From an optimization exercise on the open Yosys and OpenROAD flow, aimed at small area, a short achievable clock period and few clock cycles; shortcuts taken in it are not production practice.
Function was checked by simulation only, so behaviour that the tests miss may differ from the original.
Power figures rest on the tool's default switching activity, not on a simulated workload.

<file path="config.mk">
export PLATFORM = sky130hd
export DESIGN_NAME = p1_exu
export DESIGN_NICKNAME = p1_exu
export VERILOG_FILES = /design/flow/design.v
export SDC_FILE = /design/flow/constraint.sdc
export NUM_CORES = 4
export LEC_CHECK = 0
export CAP_MARGIN = 20
export CORE_MARGIN = 2
export CORE_UTILIZATION = 40
export SETUP_SLACK_MARGIN = 2.2
export SLEW_MARGIN = 20
</file>
<file path="constraint.sdc">
create_clock -name core_clock -period 6.0 [get_ports {clk}]
set_input_delay 1.2000 -clock core_clock [delete_from_list [all_inputs] [get_ports {clk}]]
set_output_delay 1.2000 -clock core_clock [all_outputs]
set_load 0.01 [all_outputs]
</file>
<file path="design.v">
module p1_exu (
    input  wire        clk,
    input  wire        rst,         
    input  wire        in_valid,
    output wire        in_ready,
    input  wire [7:0]  in_op,
    input  wire [63:0] in_a,
    input  wire [63:0] in_b,
    input  wire [63:0] in_c,
    output reg         out_valid,
    output reg  [63:0] out_res,
    output reg  [63:0] out_rem,
    output reg  [1:0]  out_fault
);
    localparam [1:0] F_NONE = 2'd0, F_DIV0 = 2'd1, F_DIVOVF = 2'd2;
    reg         s_alu, s_ms, s_cpa, s_d1, s_d2, s_dit, s_f1, s_f2;
    reg         rdy;
    reg  [63:0] A, B, C;
    reg         cin;
    reg         f_arith, f_and, f_or, f_xor, f_shl, f_shr, f_cmp, f_cmps,
                f_not, f_mskr, f_sa, f_sb;
    reg         m_first;     
    reg  [2:0]  m_one, m_two, m_neg;    
    reg  [6:0]  d_pa, d_pb;  
    reg  [5:0]  d_sh;        
    reg         d_big;
    reg  [5:0]  sh_b;        
    reg         sh_bbig;     
    reg  [6:0]  d_cnt;
    reg         d_fq, d_fr;  
    assign in_ready = rdy;
    wire accept = in_valid && rdy;
    function [63:0] rev64(input [63:0] x);
        integer i;
        for (i = 0; i < 64; i = i + 1) rev64[i] = x[63 - i];
    endfunction
    function [6:0] msbpos(input [63:0] x);
        integer k, g;
        reg [63:0] v;
        reg [5:0]  p [0:63];
        begin
            for (g = 0; g < 64; g = g + 1) begin
                v[g] = x[g];
                p[g] = 6'd0;
            end
            for (k = 0; k < 6; k = k + 1)
                for (g = 0; g < (32 >> k); g = g + 1) begin
                    p[g] = v[2 * g + 1] ? (p[2 * g + 1] | (6'd1 << k)) : p[2 * g];
                    v[g] = v[2 * g + 1] | v[2 * g];
                end
            msbpos = v[0] ? {1'b0, p[0]} : 7'h7F;
        end
    endfunction
    function [2:0] mfits(input [63:0] x);
        reg [63:0] t;
        begin
            t = x ^ {64{x[63]}};
            mfits = {t[63:53] == 11'd0, t[63:35] == 29'd0, t[63:17] == 47'd0};
        end
    endfunction
    function [2:0] booth_dec(input [2:0] d);
        booth_dec = {d[1] ^ d[0],
                     (d[2] & ~d[1] & ~d[0]) | (~d[2] & d[1] & d[0]),
                     d[2]};
    endfunction
    function [63:0] booth_pp(input one, input two, input neg, input [63:0] x);
        booth_pp = (({64{one}} & x) | ({64{two}} & {x[62:0], 1'b0})) ^ {64{neg}};
    endfunction
    wire i_div  = in_op[7] & in_op[6] & ~in_op[2];
    wire i_divs = i_div & ~in_op[0];
    wire i_mskr = in_op[7] & in_op[6] & in_op[2];
    wire i_not  = in_op[7] & ~in_op[6];
    wire i_cmp  = ~in_op[7] & in_op[6];
    wire i_2x   = ~in_op[7] & ~in_op[6] & ~in_op[4];
    wire i_3x   = ~in_op[7] & ~in_op[6] & in_op[4];
    wire i_mul  = i_2x & in_op[2];
    wire i_arith = i_2x & ~in_op[2];
    wire i_binv = (i_arith & in_op[1]) | i_cmp;        
    wire i_and  = i_3x & (in_op[2:0] == 3'd0);
    wire i_or   = i_3x & (in_op[2:0] == 3'd1);
    wire i_xor  = i_3x & (in_op[2:0] == 3'd2);
    wire i_shl  = i_3x & (in_op[2:0] == 3'd3);
    wire i_shr  = i_3x & in_op[2];
    wire i_sa   = i_divs & in_a[63];
    wire i_sb   = i_divs & in_b[63];
    wire [63:0] i_am   = in_a ^ {64{i_sa}};
    wire        i_swap = |(mfits(in_a) & ~mfits(in_b));
    wire [63:0] i_mq   = i_swap ? in_a : in_b;        
    wire [63:0] i_mm   = i_swap ? in_b : in_a;        
    wire [64:0] add_s = {1'b0, A} + {1'b0, B} + {64'd0, cin};
    wire [63:0] sum   = add_s[63:0];
    wire        co    = add_s[64];
    wire [63:0] axb   = A ^ B;               
    wire        eq    = &axb;
    wire        lt    = (f_cmps && (A[63] ^ ~B[63])) ? A[63] : ~co;
    wire [63:0] cr    = {~eq & lt, ~eq & ~lt, eq, 61'd0};
    wire [63:0] lg_b0 = ({64{f_or | f_xor | f_mskr}} & A) | ({64{f_not}} & ~A);
    wire [63:0] lg_b1 = ({64{f_and}} & A) | {64{f_or}} | ({64{f_xor | f_not}} & ~A)
                      | ({64{f_mskr}} & C);
    wire [63:0] logic_r = (B & lg_b1) | (~B & lg_b0);
    wire [7:0]  d_nraw = {d_pa[6], d_pa} + {7'd0, f_sa} - {d_pb[6], d_pb};
    wire [63:0] sh_in  = s_d2 ? C : (f_shr ? rev64(A) : A);
    wire [5:0]  sh_amt = s_d2 ? d_sh : sh_b;
    wire        sh_big = s_d2 ? d_big : sh_bbig;
    wire [63:0] sh_l   = sh_in << sh_amt;
    wire [63:0] sh_out = sh_big ? 64'd0 : sh_l;
    wire [63:0] shift_r = f_shr ? rev64(sh_out) : sh_out;
    wire [63:0] alu_r = (f_arith ? sum : 64'd0)
                      | logic_r
                      | ((f_shl | f_shr) ? shift_r : 64'd0)
                      | (f_cmp ? cr : 64'd0);
    wire [63:0] m_k  = m_first ? 64'd0 : out_rem;
    wire [63:0] pp0  = booth_pp(m_one[0], m_two[0], m_neg[0], C);
    wire [63:0] pp1  = {booth_pp(m_one[1], m_two[1], m_neg[1], C), {2{m_neg[1]}}};    
    wire [63:0] pp2  = {booth_pp(m_one[2], m_two[2], m_neg[2], C), {4{m_neg[2]}}};    
    wire [63:0] r1_s = A ^ m_k ^ pp0;
    wire [63:0] r1_c = (A & m_k) | (A & pp0) | (m_k & pp0);
    wire [63:0] r1_k = {r1_c[62:0], m_neg[0]};
    wire [63:0] r2_s = r1_s ^ r1_k ^ pp1;
    wire [63:0] r2_c = (r1_s & r1_k) | (r1_s & pp1) | (r1_k & pp1);
    wire [63:0] r2_k = {r2_c[62:0], m_neg[1]};
    wire [63:0] r3_s = r2_s ^ r2_k ^ pp2;
    wire [63:0] r3_c = (r2_s & r2_k) | (r2_s & pp2) | (r2_k & pp2);
    wire [63:0] r3_k = {r3_c[62:0], m_neg[2]};
    wire        m_last = (B[63:5] == 59'd0) || (B[63:5] == {59{1'b1}});
    wire [8:0]  m_dec_n = {booth_dec(B[11:9]), booth_dec(B[9:7]), booth_dec(B[7:5])};
    wire [8:0]  m_dec_i = {booth_dec(i_mq[5:3]), booth_dec(i_mq[3:1]), booth_dec({i_mq[1:0], 1'b0})};
    wire        d_zero = (C == 64'd0);
    wire        d_ovf  = f_sa && (A == 64'h7FFF_FFFF_FFFF_FFFF) && (C == {64{1'b1}});
    wire        d_neg  = f_sa | f_sb;
    wire [6:0]  d_n    = d_nraw[7] ? 7'd0 : d_nraw[6:0];    
    wire        d_last = s_dit & (d_cnt == 7'd0);
    wire        ld      = rdy;
    wire        dit     = s_dit & ~rdy;              
    wire        f1q     = s_f1 & d_fq;
    wire        f1r     = (s_f1 & ~d_fq) | (s_f2 & d_fq & d_fr);
    wire        a_hold  = ~(ld | s_ms | s_d1 | dit | s_f1 | (s_f2 & d_fq & d_fr));
    wire [63:0] a_in  = ({64{ld}}  & (i_am & {64{~i_mul}}))
                      | ({64{s_ms}} & r3_s)
                      | ({64{f1q}}  & ~out_res)
                      | ({64{f1r}}  & ~out_rem)
                      | ({64{a_hold | (dit & ~co)}} & A)
                      | ({64{s_d1 | (dit & co)}} & sum);
    wire        b_hold  = ~(ld | s_ms | s_d2 | dit | s_f1);
    wire [63:0] b_in  = ({64{ld}}  & (i_mul ? i_mq : ((in_b ^ {64{i_binv}}) & {64{~i_div}})))
                      | ({64{s_ms & ~m_last}} & {{6{B[63]}}, B[63:6]})
                      | ({64{s_ms & m_last}}  & r3_k)
                      | ({64{s_d2}} & (sh_out ^ {64{~f_sb}}))      
                      | ({64{dit}} & {1'b1, B[63:1]})
                      | ({64{b_hold}} & B);
    wire        c_hold  = ~(ld | s_ms | s_d2 | dit);
    wire [63:0] c_in  = ({64{ld}}  & (i_mul ? i_mm : (i_div ? in_b : in_c)))
                      | ({64{s_ms}} & {C[57:0], 6'd0})
                      | ({64{dit}} & {C[62:0], co})
                      | ({64{c_hold}} & C);
    wire        r_sum   = s_f2 & ~d_fq;
    wire        r_hold  = ~(s_ms | d_last | r_sum);
    wire [63:0] rem_in  = ({64{s_ms}} & r3_k)
                        | ({64{r_sum | (d_last & co)}} & sum)
                        | ({64{d_last & ~co}} & A)
                        | ({64{r_hold}} & out_rem);
    wire        q_sum   = s_cpa | (s_f2 & d_fq);
    wire        q_hold  = ~(s_alu | q_sum | d_last);
    wire [63:0] res_in  = ({64{s_alu}} & alu_r)
                        | ({64{q_sum}} & sum)
                        | ({64{d_last}} & {C[62:0], co})
                        | ({64{q_hold}} & out_res);
    always @(posedge clk) begin
        A       <= a_in;
        B       <= b_in;
        C       <= c_in;
        out_rem <= rem_in;
        out_res <= res_in;
        d_pa    <= msbpos(i_am);
        d_pb    <= msbpos(in_b ^ {64{i_sb}});
        sh_b    <= in_b[5:0];
        sh_bbig <= |in_b[63:6];
        f_arith <= i_arith;
        f_and   <= i_and;
        f_or    <= i_or;
        f_xor   <= i_xor;
        f_shl   <= i_shl;
        f_shr   <= i_shr;
        f_cmp   <= i_cmp;
        f_cmps  <= i_cmp & ~in_op[0];
        f_not   <= i_not;
        f_mskr  <= i_mskr;
        out_valid <= 1'b0;
        {s_alu, s_ms, s_cpa, s_d1, s_d2, s_dit, s_f1, s_f2} <= 8'd0;
        if (s_alu) begin
            out_valid <= 1'b1;
            out_fault <= F_NONE;
        end
        if (s_ms) begin
            m_first <= 1'b0;
            {m_one[2], m_two[2], m_neg[2], m_one[1], m_two[1], m_neg[1],
             m_one[0], m_two[0], m_neg[0]} <= m_dec_n;
            cin     <= 1'b0;
            if (m_last) begin
                s_cpa <= 1'b1;
                rdy   <= 1'b1;
            end else
                s_ms  <= 1'b1;
        end
        if (s_cpa) begin
            out_valid <= 1'b1;
            out_fault <= F_NONE;
        end
        if (s_d1) begin
            d_sh  <= d_nraw[7] ? 6'd0 : d_nraw[5:0];
            d_big <= ~d_nraw[7] & d_nraw[6];
            d_cnt <= d_n;
            d_fq  <= f_sa ^ f_sb;
            d_fr  <= f_sa;
            if (d_zero || d_ovf) begin
                out_valid <= 1'b1;
                out_fault <= d_zero ? F_DIV0 : F_DIVOVF;
                rdy       <= 1'b1;
            end else
                s_d2 <= 1'b1;
        end
        if (s_d2) begin
            cin   <= ~f_sb;
            s_dit <= 1'b1;
            rdy   <= (d_cnt == 7'd0) && !d_neg;
        end
        if (s_dit) begin
            d_cnt <= d_cnt - 7'd1;
            if (d_cnt == 7'd1) rdy <= !d_neg;
            if (d_cnt == 7'd0) begin
                if (d_neg) begin
                    s_f1 <= 1'b1;
                end else begin
                    out_valid <= 1'b1;
                    out_fault <= F_NONE;
                end
            end else
                s_dit <= 1'b1;
        end
        if (s_f1) begin
            cin  <= 1'b1;
            s_f2 <= 1'b1;
            rdy  <= !(d_fq && d_fr);
        end
        if (s_f2) begin
            if (d_fq) begin
                d_fq    <= 1'b0;
                if (d_fr) begin
                    s_f2 <= 1'b1;
                    rdy  <= 1'b1;
                end
            end
            if (!(d_fq && d_fr)) begin
                out_valid <= 1'b1;
                out_fault <= F_NONE;
            end
        end
        if (rdy) begin
            cin     <= i_binv | i_sa;
            f_sa    <= i_sa;
            f_sb    <= i_sb;
            m_first <= 1'b1;
            {m_one[2], m_two[2], m_neg[2], m_one[1], m_two[1], m_neg[1],
             m_one[0], m_two[0], m_neg[0]} <= m_dec_i;
            s_f2    <= 1'b0;
            s_d2    <= 1'b0;
            s_alu   <= accept & ~i_mul & ~i_div;
            s_ms    <= accept & i_mul;
            s_d1    <= accept & i_div;
            rdy     <= ~(accept & (i_mul | i_div));
        end
        if (rst) begin
            {s_alu, s_ms, s_cpa, s_d1, s_d2, s_dit, s_f1, s_f2} <= 8'd0;
            rdy       <= 1'b1;
            out_valid <= 1'b0;
        end
    end
endmodule
</file>
<file path="run.sh">
#!/bin/bash
# synth_recipe.tcl (not shown) runs the flow's synth.tcl, then flattens the netlist and writes it again
# the make line also repeats each setting of config.mk as NAME=value (left out here)
make -C /OpenROAD-flow-scripts/flow DESIGN_CONFIG=/design/flow/config.mk WORK_HOME=/design/flow/orfs CLKGATE_MAP_FILE= SYNTH_SCRIPT=/design/flow/synth_recipe.tcl finish
</file>
==> run_results.csv <==
group,metric,value,unit
drt,finalWirelength,380000,microns
timing,skew,0.0289,ns
floorplan,fp.dieW,353,microns
clocking,tritoncts,"done",
placement,dp_cells,8125,
cells_and_area,area_growth,25.2,%
floorplan,coreArea,0.120,sq mm
timing,hold_violations,0,
yosys,synth.cell_area,0.0486,sq mm
power,intPower,8720,uW
power,clkPwrFrac,18.8,%
placement,gp_congestion,1.19,
cells_and_area,drive_gt1_share,18.2,%
cells_and_area,nNetsFinal,7198,
clocking,cts_max_path_buffers,3,
cells_and_area,fillers,11842,
global_route,grt_pass1_vias,58358,
timing,fin_crit_sh,69.9,%
power,vdd_drop_max,0.243,mV
clocking,ctsRootBufferMaster,"clkbuf_16",
timing,slew_viol_final,0,
drt,drt-pass1-iter-count,14,
drt,vias,65089,
timing,finalSetupTns,0,ns
yosys,synth.distinct_cells,108,
yosys,synth_edf_count,27,
yosys,syn_inst,6500,
global_route,grt_max_degree,85,
setup_path,cp_max_fo,12,
timing,slew_headroom,12.0,%
drt,drc,0,
outcome,status,"complete, no violations",
placement,dp_hpwl,279000,microns
power,power_switching,9030,uW
clocking,clkTransAtPathRegs,0.06,ns
clocking,numCtsBuffers,50,
cells_and_area,final_cells,8409,
global_route,antenna_found_initial,51,
timing,timing.fmax,238,MHz
yosys,syn_avg_cell_area,7.48,sq um
drt,drt_iter0_drc,13615,
power,p_leak,0.0230,uW
min_path,hold_depth,2,
power,combPwrFrac,57.2,%
setup_path,worstSetupStartpointType,"flop",
timing,fin_crit,4.19,ns
floorplan,die_area,0.124,sq mm
clocking,htreeDepth,2,
yosys,synth_nets,6983,
floorplan,start_util,40.4,%
floorplan,fp.dieH,353,microns
yosys,ys_ff_latch,392,
drt,ant_nets,0,
yosys,seq_area_frac_synth,16.7,%
timing,finalSetupViolations,0,
yosys,yosysWarnings,3,
flow_run,drv_cap,0,
clocking,cts_sinks,392,
drt,viasPerCell,7.74,
timing,tightest_slew,1.31,ns
global_route,overflow,0,
yosys,synth-main-ff-cell,"dfxtp_1",
timing,rsz0062_at_grt,"yes",
global_route,grt_pass1_wl,492000,microns
setup_path,timing.critical_path.required,6.54,ns
setup_path,critical_path_class,"flop to flop",
setup_path,critPathCaptureType,"flop",
min_path,hold_class,"flop to flop",
floorplan,num_rows,127,
setup_path,worst_ep_arrival_time,4.74,ns
global_route,grt_use_total,56.4,%
setup_path,rr_worst_depth,13,
power,power_switching_share,50.9,%
cells_and_area,final_util,50.7,%
drt,wl_per_cell,45.1,microns
power,power.density,291,mW/mm^2
clocking,clkLatencyLatePin,0.70,ns
power,power_frac_seq,24.0,%
floorplan,ios,335,
placement,port_buffers,332,
yosys,async_reset_ff_share,0,%
[cells in the final DEF (no fill, tap or decap), types with 107 or more instances in the layout]
cell type	synthesis	layout
a222oi_1	189	189
nor2_1	337	322
a22oi_1	217	206
xnor2_1	358	341
fa_1	191	165
dfxtp_1	365	291
a21oi_1	406	375
nand4_1	122	122
inv_1	340	332
nand3_1	197	193
nand2_1	574	561
buf_4	16	469
mux2i_1	135	116
nand2b_1	108	107
clkdlybuf4s50_1	0	284
o211ai_1	187	187
o21ai_0	343	293
o221ai_1	123	109
[logic make-up (layout without fill, tap and decap cells)]
logic type,after synthesis,after routing,share of synthesized area [%]
muxes,225,225,5.17
adders and majority gates,280,280,10.1
DFF,392,392,16.7
xor gates and xnor gates,393,393,7.08
AOI/OAI and AO/OA,2261,2261,33.4
and+or+nand+nor,1839,1839,18.4
buffers and inverters,1110,1366,9.10
other,0,41,0
[critical path, cell delays in order (launching register included)]
cell and delay [ns]:
dfxtp_1 0.76, ha_2 0.46, and3_1 0.33, and2_1 0.36, and4_1 0.43, o21bai_1 0.11
a22oi_2 0.21, buf_6 0.18, buf_12 0.14, nor2_4 0.04, buf_12 0.18, buf_16 0.17
a222oi_1 0.53, o21ai_4 0.10
[through the flow]
stage | cell area [sq um] | setup slack, ns | power, uW | hold WS (ns)
finish | 60900 | 1.81 | 17800 | 0.513
floorplan | 48700 | 2.20 | 8390 | 0.480
CTS | 58600 | 2.02 | 16500 | 0.511
detailed placement | 54900 | 0.682 | 12900 | 0.502
global placement | 54800 | 0.736 | 12800 | 0.486
global route | 60800 | 1.85 | 17900 | 0.536
[per-layer routing]
layer  up-vias  track usage, %  routed length [microns]
met5         -            5.74                     1450
met4        52            46.2                    41100
met3      1905            33.8                    68900
met2      6721            73.4                   139000
met1     31566            64.8                   129000
li1      24845               -                        -
[power groups by stage]
stage | Combinational [uW] | Sequential [uW] | Clock [uW]
finish | 10200 | 4250 | 3350
global route | 10300 | 4200 | 3390
CTS | 9120 | 4100 | 3280
detailed placement | 8730 | 4150 | 0
global placement | 8680 | 4140 | 0
floorplan | 4740 | 3650 | 0
[what timing repair did]
action                     CTS  global route
gates cloned                11            21
pin swaps                   54           106
resized for setup          312           310
setup endpoints to repair  336           288
setup buffers               60            57
hold buffers                 0             0
[synth_stat cells, types with 63 or more instances]
master    count  area, sq um
a21oi_1     406         2030
a221o_1      64          641
a221oi_1    112          981
a222oi_1    189         1890
a22o_1       73          639
a22oi_1     217         1630
a31oi_1      63          394
and3_1       66          413
buf_1        65          244
buf_2       104          521
clkbuf_1    570         2140
dfxtp_1     365         7310
fa_1        191         3820
ha_1         89         1110
inv_1       340         1280
mux2_2       73          822
mux2i_1     135         1350
nand2_1     574         2150
nand2b_1    108          676
nand3_1     197          986
nand4_1     122          763
nor2_1      337         1260
nor2b_1      94          588
nor3_1      110          551
nor4_1       97          607
o211ai_1    187         1400
o21ai_0     343         1720
o221ai_1    123         1080
o22ai_1      82          513
xnor2_1     358         3140
[path summary, 6_finish.rpt]
path              slack (ns)                    to                 start
setup / recovery        1.81   out_rem[53]$_DFF_P_         A[58]$_DFF_P_
hold / removal          0.51  out_fault[1]$_DFF_P_  out_fault[1]$_DFF_P_
setup reg to reg        1.81   out_rem[53]$_DFF_P_         A[58]$_DFF_P_
hold reg to reg         0.51  out_fault[1]$_DFF_P_  out_fault[1]$_DFF_P_
[state kept, by name, summed over array words and instances (netlist names), 7 cells and up]
name,cells
d_cnt,7
d_pb,7
C,64
d_pa,7
out_res,64
B,64
out_rem,64
A,64
[area by class of cell]
class | instances | area, sq um | share of cell area (%)
antenna | 41 | 103 | 0.168
clock buffer | 66 | 1410 | 2.32
clock inverter | 27 | 287 | 0.470
inverter | 344 | 1310 | 2.15
multi-input combinational | 4998 | 38200 | 62.8
sequential | 392 | 8240 | 13.5
tap | 1612 | 2020 | 3.31
timing repair buffer | 929 | 9320 | 15.3
Testbench counts, summed over its fixed seeds: cycles 7,421.

-- static timing again, ports no longer ideal --
The results above use ideal ports. As a check the final layout listed here was re-extracted and re-timed, cells and wires unchanged.
Step 1 assumes that a clkbuf_16 drives the clock port and a buf_2 every other input.
Step 2, shift: input delay + t, output delay - t, t = (earliest + latest rising clock arrival at the registers) / 2. This alone moves slack from input paths to output paths.
Slacks: no drivers / after step 1 / after step 2; pairs: no drivers / after step 1.
t, ns: 0.774
slack for setup (ns): 1.805 / 1.805 / 1.422
worst hold slack (ns): 0.513 / 0.513 / 0.513
worst setup path at the end: input to register
pins driven straight from the clock port: 1
After both steps setup and hold are still met in this run. The setup slack of this run moves by 0.000 ns with the drivers and by -0.383 ns with both steps.
